What follows belongs to an exercise in optimizing a design on an open flow for small area; a production flow would make more cautious choices. Only the layout flow was run in this run; the RTL was not checked for function there. Power is estimated from default activity; no workload was simulated. The clock port is modelled as an ideal driver; clocking choices that lean on that would not hold on a real chip.

==> design.v <==
module ow_slave (
    input  wire        clk,
    input  wire        rst,
    input  wire        start,       
    input  wire        stop,        
    input  wire [2:0]  fam,         
    input  wire        ow_in,       
    output reg         ow_pull,     
    output wire        active,      
    input  wire [3:0]  rc,          
    input  wire [7:0]  rom_tap,     
    output wire [2:0]  mem_sel,     
    input  wire [7:0]  mem_tap      
);
    localparam [3:0] S_OFF       = 4'd0,
                     S_WAIT_RST  = 4'd1,
                     S_PDH       = 4'd2,
                     S_PDL       = 4'd3,
                     S_RECV_CMD  = 4'd4,
                     S_SEARCH    = 4'd5,
                     S_SEND_ROM  = 4'd6,
                     S_RECV_ADDR = 4'd7,
                     S_SEND_MEM  = 4'd8;
    reg [3:0]  state;
    reg        rom_st;        
    reg        od;
    wire       sf  = (fam == 3'd2) || (fam == 3'd3) || (fam == 3'd4);    
    wire       f96 = (fam == 3'd4);                                      
    wire       f32 = (fam == 3'd2);                                      
    reg        line_q;
    reg [10:0] cnt;           
    reg [6:0]  pb;            
    reg [2:0]  jb;            
    reg [1:0]  phase;         
    reg [7:0]  buf_q;
    assign active = (state != S_OFF);
    wire listening = (state != S_OFF) && (state != S_PDH) && (state != S_PDL);
    wire in_pd     = (state == S_PDH) || (state == S_PDL);
    wire recv_cmd  = (state == S_RECV_CMD);
    wire mem_mode  = (state == S_RECV_ADDR) || (state == S_SEND_MEM);
    wire send_mem  = (state == S_SEND_MEM);
    wire sending   = (state == S_SEND_ROM) || send_mem ||
                     ((state == S_SEARCH) && (phase != 2'd2));
    wire fall = line_q & ~ow_in;
    wire low_act = (cnt != 11'd0);
    wire rise = low_act & ow_in;
    wire is_std_rst   = (cnt[10:7] == 4'b1111);                  
    wire is_short_rst = od && (cnt >= 11'd192) && (cnt <= 11'd320);
    wire slot_bit     = od ? (cnt < 11'd8) : (cnt < 11'd60);
    wire ev_slot      = listening && rise && !is_std_rst && !is_short_rst;
    wire ev_reset     = listening && rise && (is_std_rst || is_short_rst);
    wire cur_bit = buf_q[jb];
    wire tx_bit  = ((state == S_SEARCH) && (phase == 2'd1)) ? ~cur_bit : cur_bit;
    wire [6:0] pn  = pb + 7'd1;
    wire [6:0] tgt = recv_cmd ? 7'd0 : pb;
    wire m_cur = (rc[2:0] == tgt[2:0]) && (!mem_mode || (rc[3] == tgt[3]));
    wire m_nxt = (rc[2:0] == pn[2:0])  && (!mem_mode || (rc[3] == pn[3]));
    assign mem_sel = m_cur ? pb[6:4] : pn[6:4];
    wire [7:0] src = mem_mode ? mem_tap : rom_tap;
    wire cons_cur = send_mem && (low_act || fall);    
    wire sending_st = (state == S_SEARCH) || (state == S_SEND_ROM) || send_mem;
    integer j;
    always @(posedge clk) begin
        for (j = 0; j < 8; j = j + 1) begin
            if (sending_st && ((j < jb) || ((j == jb) && cons_cur))) begin
                if (m_nxt) buf_q[j] <= src[j];
            end else begin
                if (m_cur) buf_q[j] <= src[j];
            end
        end
    end
    wire [7:0] cmd_byte = {slot_bit, pb};
    wire c120     = (cnt == 11'd120);
    wire hold_end = od ? (cnt == 11'd16) : c120;
    wire pd_end   = (state == S_PDH) ? c120 : (cnt == 11'd600);
    always @(posedge clk) begin
        line_q <= ow_in;
        if ((fall && listening) || ev_reset)
            cnt <= 11'd1;
        else if (start || (listening && rise) || ((state == S_PDL) && pd_end))
            cnt <= 11'd0;
        else if (in_pd || (listening && low_act && !ow_in && !is_std_rst))
            cnt <= cnt + 11'd1;
        if (listening && ow_pull) begin
            if (hold_end)
                ow_pull <= 1'b0;
        end else if (listening && fall && sending && !tx_bit) begin
            ow_pull <= 1'b1;
        end
        if (rst) begin
            state   <= S_OFF;
            od      <= 1'b0;
            ow_pull <= 1'b0;
        end else if (stop) begin
            state   <= S_OFF;
            od      <= 1'b0;
            ow_pull <= 1'b0;
        end else if (start) begin
            state   <= S_WAIT_RST;
            rom_st  <= 1'b0;
            od      <= 1'b0;
            ow_pull <= 1'b0;
        end else if (ev_reset) begin
            od      <= 1'b0;
            rom_st  <= 1'b0;
            state   <= S_PDH;
            ow_pull <= 1'b0;
        end else begin
            case (state)
                S_PDH: begin
                    if (pd_end) begin
                        state   <= S_PDL;
                        ow_pull <= 1'b1;
                    end
                end
                S_PDL: begin
                    if (pd_end) begin
                        state   <= S_RECV_CMD;
                        ow_pull <= 1'b0;
                        jb      <= 3'd0;
                    end
                end
                S_RECV_CMD: begin
                    if (ev_slot) begin
                        pb <= {slot_bit, pb[6:1]};
                        jb <= jb + 3'd1;
                        if (jb == 3'd7) begin
                            pb    <= 7'd0;
                            phase <= 2'd0;
                            if (sf) begin
                                if (cmd_byte == 8'hF0) begin
                                    state <= rom_st ? S_RECV_ADDR : S_SEARCH;
                                    rom_st <= 1'b1;
                                end else if (cmd_byte == 8'h33 && !rom_st) begin
                                    rom_st <= 1'b1;
                                    state  <= S_SEND_ROM;
                                end else if (cmd_byte == 8'hCC && !rom_st) begin
                                    rom_st <= 1'b1;
                                    state  <= S_RECV_CMD;
                                end else if (cmd_byte == 8'h3C && f96 && !rom_st) begin
                                    rom_st <= 1'b1;
                                    od     <= 1'b1;
                                    state  <= S_RECV_CMD;
                                end else begin
                                    state <= S_WAIT_RST;
                                end
                            end else begin
                                if (cmd_byte == 8'hF0)
                                    state <= S_SEARCH;
                                else if (cmd_byte == 8'h33)
                                    state <= S_SEND_ROM;
                                else
                                    state <= S_WAIT_RST;
                            end
                        end
                    end
                end
                S_SEARCH, S_SEND_ROM: begin
                    if (ev_slot) begin
                        if ((state == S_SEARCH) && (phase != 2'd2)) begin
                            phase <= phase + 2'd1;
                        end else begin
                            phase <= 2'd0;
                            jb    <= jb + 3'd1;
                            if (jb == 3'd7) begin
                                pb <= pn;
                                if (pb[2:0] == 3'd7)
                                    state <= sf ? S_RECV_CMD : S_WAIT_RST;
                            end
                        end
                    end
                end
                S_RECV_ADDR: begin
                    if (ev_slot) begin
                        jb <= jb + 3'd1;
                        if (jb == 3'd7)
                            phase <= 2'd1;
                        if ((phase == 2'd0) && (jb != 3'd7))
                            pb <= {slot_bit, pb[6:1]};
                        else if (slot_bit)
                            rom_st <= 1'b0;
                        if ((phase != 2'd0) && (jb == 3'd7)) begin
                            if (rom_st && !slot_bit && !(f32 && (pb[6:5] != 2'd0)))
                                state <= S_SEND_MEM;
                            else
                                state <= S_WAIT_RST;
                        end
                    end
                end
                S_SEND_MEM: begin
                    if (ev_slot) begin
                        jb <= jb + 3'd1;
                        if (jb == 3'd7) begin
                            pb <= pn;
                            if ((pb[4:0] == 5'd31) && (f32 || (pb[6:5] == 2'd3)))
                                state <= S_WAIT_RST;
                        end
                    end
                end
                default: ;
            endcase
        end
    end
endmodule
module ow_emu (
    input  wire        clk,
    input  wire        rst,
    input  wire [2:0]  fam,
    input  wire        cmd_valid,
    output wire        cmd_ready,
    input  wire [7:0]  opsel,
    input  wire [15:0] a16,
    input  wire [7:0]  d8,
    output reg         rsp_valid,
    output wire [3:0]  status,
    output wire        ok,
    output wire [7:0]  rdata,
    input  wire        ow_in,
    output wire        ow_pull
);
    localparam [3:0] ST_OK = 4'd0, ST_ERR_ROLE = 4'd2, ST_ERR_ILLEGAL = 4'd3,
                     ST_ERR_RANGE = 4'd4, ST_ERR_UNSUP = 4'd5;
    localparam [7:0] OP_NOP = 8'h00, OP_CRC_CLR = 8'h01, OP_CRC_BIT = 8'h02,
                     OP_CRC_BYTE = 8'h03, OP_CRC_GET = 8'h05,
                     OP_ROM_WR = 8'h08, OP_ROM_RD = 8'h09, OP_ROM_VALID = 8'h0A,
                     OP_ROM_APPLY = 8'h0B, OP_MEM_WR = 8'h0C, OP_MEM_RD = 8'h0D,
                     OP_AREGS_WR = 8'h0E, OP_AREGS_RD = 8'h0F,
                     OP_EMU_START = 8'h20, OP_EMU_STOP = 8'h21;
    function [7:0] crc8_bit(input [7:0] c, input d);
        begin
            crc8_bit = (c >> 1) ^ ((c[0] ^ d) ? 8'h8C : 8'h00);
        end
    endfunction
    function [7:0] crc8_byte(input [7:0] c, input [7:0] b);
        integer i;
        reg [7:0] t;
        begin
            t = c;
            for (i = 0; i < 8; i = i + 1)
                t = crc8_bit(t, b[i]);
            crc8_byte = t;
        end
    endfunction
    reg [6:0] rc;
    reg [1:0] ac;
    always @(posedge clk) begin
        rc <= rc + 7'd1;
        ac <= (ac == 2'd2) ? 2'd0 : ac + 2'd1;
    end
    reg [7:0] crc;
    reg       cs;             
    wire       slave;
    wire [2:0] sl_msel;
    wire [7:0] sl_mtap;
    reg       legal;
    reg       need_off;       
    reg       in_range;
    reg       is_rom, is_mem, is_areg, is_seq;
    always @(*) begin
        legal    = 1'b1;
        need_off = 1'b0;
        in_range = 1'b1;
        is_rom   = 1'b0;
        is_mem   = 1'b0;
        is_areg  = 1'b0;
        is_seq   = 1'b0;
        case (opsel)
            OP_NOP, OP_CRC_CLR, OP_CRC_BIT, OP_CRC_BYTE, OP_CRC_GET: ;
            OP_ROM_VALID: is_seq = 1'b1;
            OP_ROM_WR: begin need_off = 1'b1; is_rom = 1'b1; in_range = (a16[15:3] == 13'd0); end
            OP_ROM_RD: begin is_rom = 1'b1; in_range = (a16[15:3] == 13'd0); end
            OP_ROM_APPLY: begin need_off = 1'b1; is_seq = 1'b1; end
            OP_MEM_WR, OP_MEM_RD: begin
                need_off = ~opsel[0];
                is_mem   = 1'b1;
                in_range = (a16[15:7] == 9'd0) &&
                           ((fam == 3'd3) || (fam == 3'd4) ||
                            ((fam == 3'd2) && (a16[6:5] == 2'd0)));
            end
            OP_AREGS_WR, OP_AREGS_RD: begin
                need_off = ~opsel[0];
                is_areg  = 1'b1;
                in_range = (a16[15:2] == 14'd0) && (a16[1:0] != 2'd3);
            end
            OP_EMU_START: need_off = 1'b1;
            OP_EMU_STOP: ;
            default: legal = 1'b0;
        endcase
    end
    wire role_bad = (need_off && slave) || (opsel == OP_EMU_STOP && !slave);
    wire unsup    = (opsel == OP_EMU_START) && (fam > 3'd5);
    wire refuse   = !legal || role_bad || unsup || !in_range;
    wire at_rom  = (rc[2:0] == a16[2:0]);
    wire at_mem  = (rc[4:0] == a16[4:0]);
    wire at_areg = (ac == a16[1:0]) || (a16[1:0] == 2'd3);
    wire seq_end = cs && (rc[2:0] == 3'd7);
    wire here    = is_rom ? at_rom : is_mem ? at_mem : is_areg ? at_areg :
                   is_seq ? (seq_end || (need_off && slave)) : 1'b1;
    assign cmd_ready = !cmd_valid || here;
    wire go  = cmd_valid && cmd_ready && !rst;
    wire run = go && !refuse;
    wire seq       = cmd_valid && is_seq && !refuse && !rst;
    wire seq_clr   = seq && !cs && (rc[2:0] == 3'd7);
    wire seq_start = seq && cs && (rc[2:0] == 3'd0);
    wire apply     = opsel[0];    
    reg  [63:0] rom_r;
    reg  [23:0] areg_r;
    wire [7:0]  rom_tap  = rom_r[7:0];
    wire [7:0]  areg_tap = areg_r[7:0];
    wire rom_wr  = (run && opsel == OP_ROM_WR) || (seq && apply && (seq_start || seq_end));
    wire [7:0] rom_wd = seq_end ? crc : d8;
    wire areg_wr = run && opsel == OP_AREGS_WR;
    wire mem_wr  = run && opsel == OP_MEM_WR;
    always @(posedge clk) begin
        rom_r  <= {rom_r[55:8], rom_wr ? rom_wd : rom_tap, rom_r[63:56]};
        areg_r <= {areg_r[15:8], areg_wr ? d8 : areg_tap, areg_r[23:16]};
    end
    reg  [1023:0] mem_r;
    wire [1:0]    pk = rc[6:5] - a16[6:5];       
    wire [2:0]    sk = rc[6:4] - sl_msel;        
    wire [7:0]    mem_tap [0:7];
    genvar s;
    generate
        for (s = 0; s < 8; s = s + 1) begin : g_tap
            assign mem_tap[s] = mem_r[128*s +: 8];
        end
        for (s = 0; s < 128; s = s + 1) begin : g_mem
            if (s == 0) begin : g_wrap
                always @(posedge clk)
                    mem_r[7:0] <= mem_r[1023:1016];
            end else if (s % 32 == 1) begin : g_wr
                always @(posedge clk)
                    mem_r[8*s +: 8] <= (mem_wr && (pk == s / 32)) ? d8 : mem_r[8*s-8 +: 8];
            end else begin : g_shift
                always @(posedge clk)
                    mem_r[8*s +: 8] <= mem_r[8*s-8 +: 8];
            end
        end
    endgenerate
    assign sl_mtap = mem_tap[sk];
    wire [7:0] cb_b = (is_seq && !(seq_start && apply)) ? rom_tap : d8;
    wire [7:0] crc_b = crc8_byte(crc, cb_b);
    wire [7:0] crc_1 = crc8_bit(crc, d8[0]);
    always @(posedge clk) begin
        if (rst) begin
            crc <= 8'h00;
            cs  <= 1'b0;
        end else begin
            if (seq_clr)
                cs <= 1'b1;
            else if (seq_end)
                cs <= 1'b0;
            if (seq_clr)
                crc <= 8'h00;
            else if (seq && cs && !seq_end)
                crc <= crc_b;
            else if (run) begin
                case (opsel)
                    OP_CRC_CLR:  crc <= 8'h00;
                    OP_CRC_BIT:  crc <= crc_1;
                    OP_CRC_BYTE: crc <= crc_b;
                    default: ;
                endcase
            end
        end
    end
    reg [3:0] rcode;
    reg [1:0] rk;
    always @(posedge clk) begin
        rsp_valid <= go;
        rk        <= pk;
        rcode     <= 4'd0;
        if (!legal)         rcode <= 4'd8 + ST_ERR_ILLEGAL;
        else if (role_bad)  rcode <= 4'd8 + ST_ERR_ROLE;
        else if (unsup)     rcode <= 4'd8 + ST_ERR_UNSUP;
        else if (!in_range) rcode <= 4'd8 + ST_ERR_RANGE;
        else begin
            case (opsel)
                OP_CRC_BIT, OP_CRC_BYTE, OP_CRC_GET, OP_ROM_APPLY: rcode <= 4'd1;
                OP_ROM_VALID: rcode <= 4'd2;
                OP_ROM_RD:    rcode <= 4'd3;
                OP_AREGS_RD:  rcode <= 4'd4;
                OP_MEM_RD:    rcode <= 4'd5;
                default: ;
            endcase
        end
    end
    wire [7:0] rom_1  = rom_r[15:8];
    wire [7:0] areg_1 = areg_r[15:8];
    wire [7:0] mem_1  = mem_r[256*rk + 8 +: 8];
    assign status = {1'b0, rcode[2:0] & {3{rcode[3]}}};
    assign ok     = !rcode[3] && ((rcode[2:0] != 3'd2) || (crc == rom_1));
    assign rdata  = rcode[3] ? 8'h00 :
                    (rcode[2:0] == 3'd1 || rcode[2:0] == 3'd2) ? crc :
                    (rcode[2:0] == 3'd3) ? rom_1 :
                    (rcode[2:0] == 3'd4) ? areg_1 :
                    (rcode[2:0] == 3'd5) ? mem_1 : 8'h00;
    ow_slave u_slave (
        .clk      (clk),
        .rst      (rst),
        .start    (run && opsel == OP_EMU_START),
        .stop     (run && opsel == OP_EMU_STOP),
        .fam      (fam),
        .ow_in    (ow_in),
        .ow_pull  (ow_pull),
        .active   (slave),
        .rc       (rc[3:0]),
        .rom_tap  (rom_tap),
        .mem_sel  (sl_msel),
        .mem_tap  (sl_mtap)
    );
endmodule
==> flow/run.sh <==
#!/bin/bash
# Layout flow: the standard flow (standard synthesis and ORFS steps, unchanged
# scripts), with two settings passed to ORFS through its own variables:
#  - CTS without dummy loads (the clock tree's balancing cells add area only);
#  - port buffers made of the smallest buffer cell.
# make's output goes to standard.log; each ORFS step keeps its own log in orfs/logs/.
set -euo pipefail
cd "$(dirname "$0")/.."
export CTS_ARGS="-sink_clustering_enable -repair_clock_nets -sink_clustering_size ${CTS_SIZE:-36} -sink_clustering_max_diameter ${CTS_DIAM:-80} -dont_use_dummy_load"
export BUFFER_PORTS_ARGS="-buffer_cell sky130_fd_sc_hd__buf_1"
bash standard.sh > standard.log 2>&1
test -f out/final.def
==> standard.sh <==
#!/bin/bash
# synth_recipe.tcl (not shown) runs the flow's synth.tcl, then flattens the netlist and writes it again
# the make line also repeats each setting of config.mk as NAME=value (left out here)
make -C /OpenROAD-flow-scripts/flow DESIGN_CONFIG=/design/flow/config.mk WORK_HOME=/design/flow/orfs CLKGATE_MAP_FILE= SYNTH_SCRIPT=/design/flow/synth_recipe.tcl "${@:-finish}"
==> config.mk <==
export PLATFORM = sky130hd
export DESIGN_NAME = ow_emu
export DESIGN_NICKNAME = ow_emu
export VERILOG_FILES = /design/flow/design.v
export SDC_FILE = /design/flow/constraint.sdc
export NUM_CORES = 4
export LEC_CHECK = 0
export ABC_AREA = 0
export CAP_MARGIN = 20
export CORE_MARGIN = 2
export CORE_UTILIZATION = 55
export PLACE_DENSITY = 0.7
export SLEW_MARGIN = 20
==> constraint.sdc <==
create_clock -name core_clock -period 10.0 [get_ports {clk}]
set_input_delay 2.0000 -clock core_clock [delete_from_list [all_inputs] [get_ports {clk}]]
set_output_delay 2.0000 -clock core_clock [all_outputs]
set_load 0.01 [all_outputs]
==> run notes <==
-- cells by family after synthesis --
logic type / after synthesis / synth area share, %
other: 1 / 0.01277
multiplexers: 109 / 5.295
buffers and inverters: 87 / 1.218
AO/OA/AOI/OAI: 181 / 4.311
AND/OR/NAND/NOR: 282 / 5.201
flip-flops: 1176 / 80.87
XOR/XNOR: 60 / 2.219
adder cells (fa/ha/maj): 20 / 0.8775
-- sequential cells by signal, summed over array words and instances (netlist names), 3 cells and up --
| name | count |
|---|---|
| areg_r | 24 |
| crc | 8 |
| mem_r | 1024 |
| rc | 7 |
| rcode | 4 |
| rom_r | 64 |
| u_slave.buf_q | 8 |
| u_slave.cnt | 11 |
| u_slave.jb | 3 |
| u_slave.pb | 7 |
| u_slave.state | 4 |
-- per-stage QoR --
step                utilization, %  cells  setup WS [ns]
floorplan                        -   1916          4.757
global placement             57.42   2609          3.920
detailed placement           57.42   2609          3.937
CTS                          59.36   2650          3.924
global route                 59.37   2650          3.709
finish                       59.38   2651          3.916
-- area by class of cell --
cell class                 count  area share [%]
antenna                        1        0.008004
timing repair buffer          56          0.7083
tap                          688           2.753
multi-input combinational    653           16.85
sequential                  1176           75.97
inverter                      36          0.4322
clock buffer                  41           3.281
-- synth_stat cells (all sizes together), types with 12 or more instances --
cell,instances
dfxtp,1155
nand2,66
nor2,65
mux2,59
clkbuf,38
inv,36
a21oi,35
o21ai,34
xor2,31
nor2b,27
mux2i,26
mux4,24
xnor2,22
edfxtp,21
a31oi,20
nand3,20
nor3,20
ha,19
o22ai,15
buf,13
nand2b,12
o211ai,12
-- layer usage --
metal  routed length, um  global-route usage [%]  share of wire, %  up-vias
met5                  11                       0             0.023        -
met4                1258                   5.504               2.6        2
met3                1656                   2.404               3.5       77
met2               21600                   27.64                45      211
met1               23420                   24.55                49     6373
li1                    -                       -                 -     6439
-- power by group through the flow --
stage          clock network, mW  logic (mW)  registers [mW]
2_1_floorplan                  0      0.0463            4.80
3_5_place_dp                   0      0.0673            4.81
5_1_grt                     2.19      0.0735            4.70
3_3_place_gp                   0      0.0666            4.81
6_report                    1.99      0.0680            4.70
4_1_cts                     2.05      0.0676            4.70
-- critical path: cells and delay by family --
kind                   cells  cell delay, ns
AOI/OAI and AO/OA          4            1.01
and+or+nand+nor            2            0.29
buffers and inverters      3            0.76
-- final timing paths --
kind	startpoint	endpoint	slack (ns)	depth (start not counted)
hold reg to reg	mem_r[687]$_DFF_P_	mem_r[695]$_DFF_P_	0.27	0
setup / recovery	opsel[1]	cmd_ready	3.92	9
setup reg to reg	u_slave.state[1]$_SDFFE_PP0P_	u_slave.buf_q[3]$_DFFE_PP_	4.42	11
hold / removal	mem_r[687]$_DFF_P_	mem_r[695]$_DFF_P_	0.27	0
==> qor.yml <==
synth:
  netlist_area_um2: 29370
  synth-seq-area-share_pct: 80.87
  synth_edf_count: 21
  synthTopCellsByArea: "dfxtp_1 (79%), edfxtp_1 (2.1%), mux4_2 (1.8%)"
  yosys.area.top_type_share_pct: 78.72
  synth_flop_cell: "dfxtp_1"
  synthArstFlopShare_pct: 0
  syn_area_per_cell_um2: 15.33
  yosys.area.top_type: "dfxtp_1"
  ys_ff_latch: 1176
  synthCells: 1916
  ys.warnings.count: 2
  synth_cell_types: 95
  syn_nets: 1975
sta:
  worstMarginPinSlew_ns: 1.118
  fmax_mhz: 164.4
  fin_tns_setup_ns: 0
  skew_ns: 0.08841
  hold_violations: 0
  max_slew_margin_pct: 24.88
  rsz0062_at_grt: "false"
  hold_slack_ns: 0.2686
  setup_viol: 0
  period_minus_slack_ns: 6.084
  final.period_utilization_pct: 60.84
  maxSlewViolCount: 0
place:
  gp_congestion: 0.8509
  portBuffers: 53
  post_dp_cell_area_um2: 30230
  dpl.hpwl_um: 32070
worst_setup_path:
  cp-start-kind: "primary input"
  required_ns: 8.00
  crit_type: "in2out"
  critPathMaxFanout: 15
  arrival_ns: 4.08
  critPathCaptureType: "output pin"
  slowest_stage: "buf_1"
  slowest_delay_ns: 0.54
  path_cells: "buf_1, nand2b_1, a21oi_1, o21ai_1, a221oi_1, o21ai_1, inv_1, nand2_1, buf_1"
layout:
  fin_area_um2: 31270
  multiInputGateArea_um2: 5268
  n_fill_cell: 4046
  ff_latch_area_um2: 23750
  fin_nets: 2023
  mostFrequentLayoutCells: "dfxtp_1 (1155), nand2_1 (65), nor2_1 (62)"
  final_common_cell: "dfxtp_1"
  drive_gt1_share_pct: 8.002
  syn2layout_area_growth_pct: 6.445
drt:
  remaining_drc_errors: 0
  antenna_left: 0
  routedWlPerCell_um: 18.09
  routed_wl_um: 47950
  first_pass_iters: 5
  drt_iter0_drc: 716
  vias: 13100
  viasPerCell: 4.942
clocking:
  clk_latency_ns: 0.61
  cts_tree: "yes"
  post_cts_buffers: 0
  clkSinkCount: 1176
  clockBufferDepth: 3
  cts_hold_buf: 0
  h-tree-depth: 2
  cts_resized: 0
  root_buffer: "clkbuf_16"
  path_clk_slew_ns: 0.11
  cts_made_buffers: 41
global_route:
  antenna_found_initial: 1
  grt_max_degree: 37
  grtUsageTotal_pct: 17.29
  grt_pass1_wl_um: 74050
  overflow: 0
  grt_pass1_vias: 13100
floorplan:
  die_height_um: 235.1
  dieArea_um2: 55270
  rows: 84
  core_um2: 52660
  die_w_um: 235.1
  start_util_pct: 55.78
  io_pins: 55
power_and_ir_drop:
  powerDensity_nw_per_um2: 216.1
  internal_power_mw: 5.472
  power.total_mw: 6.757
  power_frac_seq_pct: 69.6
  p_comb_share_pct: 1.0
  switching_share_pct: 19.01
  pwr-share-clk_pct: 29.4
  power.switching_mw: 1.285
  p_leak_nw: 12.19
  ir_worst_vdd_uv: 180.9
status:
  status: "timing/DRC/antenna clean"
run:
  cap_violations: 0
min_path:
  hold_path.class: "reg2reg"

static timing again, ports no longer ideal:
Ports are ideal in the flow. The routed layout listed here was re-timed in OpenROAD. Step 1 sets driving cells, clkbuf_16 on the clock port and buf_2 on the other inputs (assumed; they add their load-dependent delay and slew). Step 2 moves the port delays by t, midway between the first and last clock arrival at a register: inputs arrive t later, outputs are due t later. That takes back most of the time a late clock gives input paths. a / b / c = no drivers / after step 1 / after step 2; a / b = the first two.
shift t [ns]: 0.620
setup WS [ns]: 3.916 / 3.891 / 3.891
worst setup path after step 2: input to output
slew at the worst register clock pin (ns): 0.12 / 0.12
pins driven straight from the clock port: 1
After both steps setup and hold are still met in this run. For this run, drivers alone change the setup slack by -0.025 ns; drivers and shift together by -0.025 ns.
